Source: an optimization exercise on an open RTL-to-GDS flow (aim: small area, a short achievable clock period and few clock cycles). Production flows keep margins and buffers that such runs may drop. Where RTL was checked, it was by simulation tests only, not by an equivalence proof against the original. For run 2, only the layout was checked, not whether the RTL still works. Power figures rest on the tool's default switching activity, not on a simulated workload.

==> flow/design.v (outline; a module is shown in full before it is edited, if it fits) <==
// module sieve_engine: 1660 lines
module sieve_engine (
    input  wire        clk,
    input  wire        rst_n,
    input  wire        reg_we,
    input  wire [8:0]  reg_addr,
    input  wire [63:0] reg_wdata,
    output reg  [63:0] reg_rdata,
    input  wire [2:0]  win_addr,
    output wire [63:0] win_rdata,
    output wire        irq
);
  // ...
==> flow/run.sh <==
#!/bin/bash
# synth_recipe.tcl (not shown) runs the flow's synth.tcl, then flattens the netlist and writes it again
# the make line also repeats each setting of config.mk as NAME=value (left out here)
make -C /OpenROAD-flow-scripts/flow DESIGN_CONFIG=/design/flow/config.mk WORK_HOME=/design/flow/orfs CLKGATE_MAP_FILE= SYNTH_SCRIPT=/design/flow/synth_recipe.tcl finish
==> flow/config.mk <==
export PLATFORM = sky130hd
export DESIGN_NAME = sieve_engine
export DESIGN_NICKNAME = sieve_engine
export VERILOG_FILES = /design/flow/design.v
export SDC_FILE = /design/flow/constraint.sdc
export NUM_CORES = 8
export LEC_CHECK = 0
export CAP_MARGIN = 20
export CORE_MARGIN = 2
export CORE_UTILIZATION = 40
export SETUP_SLACK_MARGIN = 5
export SLEW_MARGIN = 20
export SYNTH_MEMORY_MAX_BITS = 16384
==> flow/constraint.sdc <==
create_clock -name core_clock -period 12.0 [get_ports {clk}]
set_input_delay 2.4000 -clock core_clock [delete_from_list [all_inputs] [get_ports {clk}]]
set_output_delay 2.4000 -clock core_clock [all_outputs]
set_load 0.01 [all_outputs]
==> summary.txt, run 1 <==
PWR
-------------------------------------------------------------------------------------
Sequential cell fraction of total power                                         26.7%
Comb. pwr                                                                   0.00275 W
Share of total power in the clock network                                       30.9%

RUN STATUS
-------------------------------------------------------------------------------------
Run status                                                               finished clean

SETUP PATH
-------------------------------------------------------------------------------------
Worst setup path endpoint                                                win_rdata[20]
Endpoint of the most critical register-to-register path                  res1_lo[5]$_DFF_PN0_
Crit Reg-Reg Startpoint                                                  nblocks[1]$_DFFE_PN0P_

FLOORPLANNING
-------------------------------------------------------------------------------------
Die boundary height                                                          377.0 um

CELLS AND AREA
-------------------------------------------------------------------------------------
Fraction of cell area in non-clock buffers                                     11.95%
Number of clock buffers in the layout                                              68
Final core area utilization                                                    50.57%
Bufs w/o clock                                                                    823
Cell Count, Final, Fillers Out                                                   9539

CLOCK NETWORK
-------------------------------------------------------------------------------------
Worst-path clk slew                                                           0.06 ns
Worst-case clock buffer depth                                                       3
Number of buffers added to fix hold violations after cts                            0
Clock latency on the worst-skew pair                                          0.70 ns

ROUTE
-------------------------------------------------------------------------------------
Amount of wire on met3 after detailed routing                                50180 um
Met1 routed wirelength after detailed routing                               125200 um
Wire length on met2                                                         141200 um
WL per Instance                                                              36.96 um
Detailed-router iteration count before antenna repair                              21
Iteration-0 DRC count of the detailed router                                    11890

PLACE
-------------------------------------------------------------------------------------
HPWL Detailed                                                               239900 um
Total placed cells including tap cells                                           9034

YOSYS
-------------------------------------------------------------------------------------
Mux contribution to synthesized area                                           3.413%
Share of Yosys cell area claimed by the top area cell type                     16.46%
Most used standard cell by instance count after synthesis                sky130_fd_sc_hd__nand2_1
Post-synthesis share of cell area spent on and, or, nand and nor gates         20.95%

GRT
-------------------------------------------------------------------------------------
Met3 global-route usage                                                        19.13%
GRT Resource Usage Total                                                       47.97%

TIMING
-------------------------------------------------------------------------------------
Fmax                                                                        138.8 MHz
Slew @ Worst Pin                                                             1.301 ns

Testbench counts, summed over its fixed seeds: cycles 1,228.
==> inputs of run 2 (changes only) <==
--- a/flow/design.v
+++ b/flow/design.v
@@ -1622,35 +1622,37 @@
                 end
                 endcase
             end
         end
     end
     wire complete_flag = configured && (segbase == nblocks);
     wire [63:0] status = {40'd0, lastop, 4'd0, errcode, 2'b00, ovr, (errcode != 4'd0),
                           complete_flag, configured, done, busy};
+    reg  [63:0] rd16;
     always @(*) begin
-        case (reg_addr)
-            9'h00:   reg_rdata = ID_VALUE;
-            9'h01:   reg_rdata = 64'd32;
-            9'h02:   reg_rdata = {32'd128, 32'd8};
-            9'h03:   reg_rdata = {62'd0, ctrl_ie, 1'b0};
-            9'h04:   reg_rdata = status;
-            9'h06:   reg_rdata = arg0;
-            9'h07:   reg_rdata = arg1;
-            9'h08:   reg_rdata = {5'd0, res0};
-            9'h09:   reg_rdata = {27'd0, res1_hi, 15'd0, res1_lo};
-            9'h0a:   reg_rdata = {53'd0, limit};
-            9'h0b:   reg_rdata = {58'd0, nblocks};
-            9'h0c:   reg_rdata = segsize;
-            9'h0d:   reg_rdata = {58'd0, segbase};
-            9'h0e:   reg_rdata = {60'd0, ngroups};
-            9'h0f:   reg_rdata = {56'd0, nrecords};
-            default: reg_rdata = 64'd0;
+        case (reg_addr[3:0])
+            4'h0:    rd16 = ID_VALUE;
+            4'h1:    rd16 = 64'd32;
+            4'h2:    rd16 = {32'd128, 32'd8};
+            4'h3:    rd16 = {62'd0, ctrl_ie, 1'b0};
+            4'h4:    rd16 = status;
+            4'h6:    rd16 = arg0;
+            4'h7:    rd16 = arg1;
+            4'h8:    rd16 = {5'd0, res0};
+            4'h9:    rd16 = {27'd0, res1_hi, 15'd0, res1_lo};
+            4'ha:    rd16 = {53'd0, limit};
+            4'hb:    rd16 = {58'd0, nblocks};
+            4'hc:    rd16 = segsize;
+            4'hd:    rd16 = {58'd0, segbase};
+            4'he:    rd16 = {60'd0, ngroups};
+            4'hf:    rd16 = {56'd0, nrecords};
+            default: rd16 = 64'd0;
         endcase
+        reg_rdata = (~|reg_addr[8:4]) ? rd16 : 64'd0;
     end
     wire [15:0] win_blk [0:3];
     genvar wi;
     generate
         for (wi = 0; wi < 4; wi = wi + 1) begin : g_win
             wire [4:0] idx = {win_addr, wi[1:0]};
             assign win_blk[wi] = below_nb[idx] ? bsv[idx*16 +: 16] : 16'd0;
         end
==> flow/flow/run.sh (new file) <==
#!/bin/bash
# The standard ORFS layout (the standard.sh), with two changes to how it is
# made: the port buffers that global placement inserts are plain buffers
# (buf_4) rather than the default pick, and timing repair aims for a larger
# setup margin. The SDC, clock period and every other step are unchanged.
set -euo pipefail
bash standard.sh "BUFFER_PORTS_ARGS=-buffer_cell sky130_fd_sc_hd__buf_4" SETUP_SLACK_MARGIN=5 finish > make.log 2>&1
==> flow/standard.sh (new file) <==
#!/bin/bash
# synth_recipe.tcl (not shown) runs the flow's synth.tcl, then flattens the netlist and writes it again
# the make line also repeats each setting of config.mk as NAME=value (left out here)
make -C /OpenROAD-flow-scripts/flow DESIGN_CONFIG=/design/flow/config.mk WORK_HOME=/design/flow/orfs CLKGATE_MAP_FILE= SYNTH_SCRIPT=/design/flow/synth_recipe.tcl "${@:-finish}"
==> flow/config.mk (replaced) <==
export PLATFORM = sky130hd
export DESIGN_NAME = sieve_engine
export DESIGN_NICKNAME = sieve_engine
export VERILOG_FILES = /design/flow/design.v
export SDC_FILE = /design/flow/constraint.sdc
export NUM_CORES = 8
export LEC_CHECK = 0
export CAP_MARGIN = 20
export CORE_MARGIN = 2
export CORE_UTILIZATION = 45
export SETUP_SLACK_MARGIN = 5
export SLEW_MARGIN = 20
export SYNTH_MEMORY_MAX_BITS = 16384
removed: flow/run.sh
==> run 2 against run 1 <==
Against the previous run:
- worst setup slack lost 0.24 ns
- largest power group unchanged
- sequential power is essentially flat
- first-iteration DRC count grew 1.9%
- non-clock buffer count shrank 157
- total power grew 10%
- sequential share of layout area grew 0.83 points
- final cell count shrank 2.9%
- synthesized cell count grew 0.60%
==> summary.txt, run 2 <==
CLOCK NETWORK
-------------------------------------------------------------------------------------------------
Worst-path clk slew                                                                       0.08 ns   +0.02 ns
Clock tree from TritonCTS                                                                     yes
Clock latency on the worst-skew pair                                                      0.70 ns   about the same
Count of clock tree sinks                                                                     483
CTS buffer count                                                                               56
Root buffer selected by CTS                                                          sky130_fd_sc_hd__clkbuf_16
Worst-case clock buffer depth                                                                   3   unchanged
Number of buffers added to fix hold violations after cts                                        0   unchanged
# H-tree levels                                                                                 2

TIMING
-------------------------------------------------------------------------------------------------
Final worst slack                                                                        4.552 ns
Unrepaired setup endpoints after global routing                                              true
Fmax                                                                                    134.3 MHz   -3.3%
Number of slew-limit violations in the final report                                             0
Setup violators final                                                                           0
Sum Neg Setup Slack                                                                          0 ns
Period minus WS final                                                                    7.448 ns
Tightest slew margin relative to the limit                                                 16.11%
Worst clock skew on the final layout                                                   0.09147 ns
Share of the clock period used by the worst path                                           62.07%
Slew @ Worst Pin                                                                         1.255 ns   -0.04556 ns
Final Hold Violating Endpoints                                                                  0

RUN STATUS
-------------------------------------------------------------------------------------------------
Run status                                                                           finished clean

YOSYS
-------------------------------------------------------------------------------------------------
Number of enable-type register cells in the synthesized netlist                               115
Largest cells by area after synthesis                                                sky130_fd_sc_hd__dfrtp_1 (16%), sky130_fd_sc_hd__a21oi_1 (7.4%), sky130_fd_sc_hd__ha_1 (7.3%)
Portion of the post-synthesis area used by sequential elements                             22.56%
Synthesized netlist net count                                                                7965
Post-synthesis cell type with the largest combined area                              sky130_fd_sc_hd__dfrtp_1
Area of the mapped netlist                                                             56090 um^2
Average footprint of a synthesized cell                                                7.553 um^2
Gate Count Post-Synth                                                                        7426
Number of distinct library cell variants in the gate-level netlist after synthesis            120
Post-synthesis register bit count                                                             483
Most common library cells after synthesis                                            sky130_fd_sc_hd__nand2_1 (835), sky130_fd_sc_hd__a21oi_1 (830), sky130_fd_sc_hd__nor2_1 (662)
Most used standard cell by instance count after synthesis                            sky130_fd_sc_hd__nand2_1
Synth Warn #                                                                                    1
Async SR Flop Fraction                                                                     75.78%
Most instantiated flip-flop cell in the synthesis netlist                            sky130_fd_sc_hd__dfrtp_1
Share of Yosys cell area claimed by the top area cell type                                 16.33%   -0.13 points

CELLS AND AREA
-------------------------------------------------------------------------------------------------
Post-synthesis to final-layout area growth                                                 18.89%
Fraction of final layout cells with drive strength greater than 1                          18.02%
Number of filler cells placed in the layout                                                 11890
Total Nets Final                                                                             8084
Final core area utilization                                                                53.93%   +3.4 points
Biggest registers after layout                                                       arg0: 64 flops, arg1: 64 flops, segsize: 64 flops
Most common cell after layout, fill and taps aside                                   sky130_fd_sc_hd__nand2_1
Commonest cells after routing, fill and taps aside                                   sky130_fd_sc_hd__nand2_1 (805), sky130_fd_sc_hd__a21oi_1 (770), sky130_fd_sc_hd__nor2_1 (609)
Cell Count, Final, Fillers Out                                                               9267   -2.9%

ROUTE
-------------------------------------------------------------------------------------------------
WL per Instance                                                                          36.50 um   -1.3%
Remaining DRCs                                                                                  0
Detailed-router iteration count before antenna repair                                          13   -38%
WL final                                                                                338200 um
Iteration-0 DRC count of the detailed router                                                12120   +1.9%
Antenna-violating nets left                                                                     0
Vias                                                                                        69180
Avg Vias per Cell                                                                           7.465

SETUP PATH
-------------------------------------------------------------------------------------------------
Sum of buffers and inverters on the critical path                                               7
Most used cell, CP                                                                   sky130_fd_sc_hd__fa_2
Cell with the largest stage delay on the worst path                                  sky130_fd_sc_hd__a222oi_1
Kind of cell adding the most delay to the critical path                               adder cells
Required time worst endpoint                                                             12.57 ns
Critical Path Source Type                                                                register
Maximum fanout count along the critical path                                                   23
Critical path endpoint category                                                          register
CP peak stage delay                                                                       0.57 ns
Critical path data arrival time                                                           8.02 ns
Critical Setup Path Class                                                                 reg2reg

FLOORPLANNING
-------------------------------------------------------------------------------------------------
Core area                                                                             123600 um^2
Die boundary height                                                                      357.0 um   -5.3%
Row count                                                                                     129
Width of the chip                                                                        357.0 um
Area of the die                                                                       127500 um^2
Effective utilization at floorplan                                                         45.37%
Ports placed on the boundary                                                                  208

GRT
-------------------------------------------------------------------------------------------------
Layer carrying the most global-route usage                                                   met2
Number of antenna violations at the first check in global routing                              38
Number of global-route vias before repair                                                   63880
Global-route wire length before repair                                                  480400 um
Met1 track demand over resource in global routing                                          60.43%
Largest net degree at the start of global routing                                             146
Met2 demand-to-capacity share in global routing                                            73.18%
Met3 global-route usage                                                                    23.43%   +4.3 points
GRT Resource Usage Total                                                                   51.76%   +3.8 points
Congestion Overflow GR                                                                          0

PWR
-------------------------------------------------------------------------------------------------
Relative contribution of combinational cells to total power                                 48.7%
Sequential cell fraction of total power                                                     24.5%   -2.2 points
Share of total power in the clock network                                                   26.9%   -4.0 points
Switching portion of total power                                                           43.74%
Static Leak                                                                              27.00 nW
Power Internal                                                                         0.004013 W
P per Cell Area                                                                      107.0 nW/um^2
Worst IR drop on VDD                                                                  0.0001380 V
Post-route total power                                                                 0.007133 W
Net load switching power                                                               0.003120 W

PLACE
-------------------------------------------------------------------------------------------------
Placer congestion estimate                                                                  1.104
Post-placement worst setup slack                                                         3.079 ns
Total placed cells including tap cells                                                       8899   -1.5%
HPWL Detailed                                                                           235500 um   -1.8%
Port Buf Inserts                                                                              207

WORST HOLD PATH
-------------------------------------------------------------------------------------------------
Min-Delay Path Class                                                                      reg2reg

JOB
-------------------------------------------------------------------------------------------------
Total of max-cap violations                                                                     0

-- run 2: changes by cell type after synthesis, moves of 18 or more --
cell,change
sky130_fd_sc_hd__clkbuf_1,-18
sky130_fd_sc_hd__nor3_1,+18
sky130_fd_sc_hd__nand2_1,-70
sky130_fd_sc_hd__a21oi_1,+25
sky130_fd_sc_hd__nor2_1,+42
sky130_fd_sc_hd__o21ai_0,-22
-- run 2: final cells by class --
type / instances / area [um^2] / area share (%)
Sequential cell: 483 / 12700 / 19.04
Tap cell: 1637 / 2048 / 3.072
Timing Repair inverter: 1 / 5.005 / 0.007505
Timing Repair Buffer: 666 / 6190 / 9.282
Antenna cell: 37 / 92.59 / 0.1388
Multi-Input combinational cell: 5960 / 42200 / 63.29
Inverter: 377 / 1451 / 2.177
Clock inverter: 34 / 429.2 / 0.6436
Clock buffer: 72 / 1563 / 2.344
-- run 2: worst paths after layout --
path                       slack, ns                 endpoint  cells after the start                   from
max                             4.55     res1_lo[7]$_DFF_PN0_                     28    pk[1]$_SDFFCE_PN0P_
min                             0.49    res1_lo[13]$_DFF_PN0_                      1  res1_lo[13]$_DFF_PN0_
max reg2reg                     4.55     res1_lo[7]$_DFF_PN0_                     28    pk[1]$_SDFFCE_PN0P_
min reg2reg                     0.49    res1_lo[13]$_DFF_PN0_                      1  res1_lo[13]$_DFF_PN0_
max in group asynchronous       8.60      arg0[9]$_DFFE_PN0P_                      2                  rst_n
min in group asynchronous       1.81  segsize[58]$_DFFE_PN0P_                      1                  rst_n
-- run 2: metrics by stage --
step,cell area (um^2),hold slack (ns)
2_1_floorplan,56350,0.4492
3_3_place_gp,59490,0.4695
3_5_place_dp,59510,0.4717
4_1_cts,64330,0.4884
5_1_grt,66620,0.5016
6_report,66680,0.4919
-- run 2: kinds of logic after synthesis --
family	after synthesis	share of synthesized area (%)
buffers and inverters	986	6.882
and+or+nand+nor	2452	20.62
AOI/OAI and AO/OA	2706	31.70
DFF	483	22.56
adders and majority gates	467	12.14
xor gates and xnor gates	201	3.163
muxes	131	2.933
-- run 2: power by group through the flow --
stage / logic (W) / registers, W / clock network, W
floorplan: 0.00166 / 0.00175 / 0
global placement: 0.00274 / 0.00177 / 0
detailed placement: 0.00273 / 0.00177 / 0
CTS: 0.00301 / 0.00174 / 0.00191
global route: 0.00356 / 0.00175 / 0.00197
finish: 0.00347 / 0.00175 / 0.00192
-- run 2: routing by layer --
metal | share of wire, % | vias to the layer above
li1 | - | 27750
met4 | 10 | 38
met3 | 14 | 1951
met5 | 0.26 | -
met1 | 35 | 33210
met2 | 41 | 6223
-- run 2: repair_timing --
item,4_1_cts,5_1_grt
cloned,19,10
setup buffers,119,70
gates resized for setup,330,294
endpoints found under the setup margin,150,152
pin swaps,83,86

-- what the ideal ports hide --
No port has a modelled driver above. Below, the same layouts with a new extraction and two added sets of constraints. Step 1: set_driving_cell puts a clkbuf_16 on clk and a buf_2 on each other input, an assumption about the parent block. Step 2, shift: input delay + t, output delay - t, t = (earliest + latest rising clock arrival at the registers) / 2. This alone moves slack from input paths to output paths. Slacks: ideal / step 1 / step 2; pairs: ideal / step 1.
run | shift t [ns] | setup WS [ns] | worst hold slack (ns) | worst register clock-pin slew, ns | pins driven straight from the clock port
run 1 | 0.755 | 4.796 / 4.740 / 4.356 | 0.505 / 0.505 / 0.505 | 0.08 / 0.08 | 1
run 2 | 0.737 | 4.552 / 4.552 / 4.434 | 0.492 / 0.492 / 0.492 | 0.08 / 0.08 | 1
After both steps setup and hold are still met in every run listed. The setup slack of run 1, which loses most, moves by -0.056 ns with the drivers and by -0.440 ns with both steps.
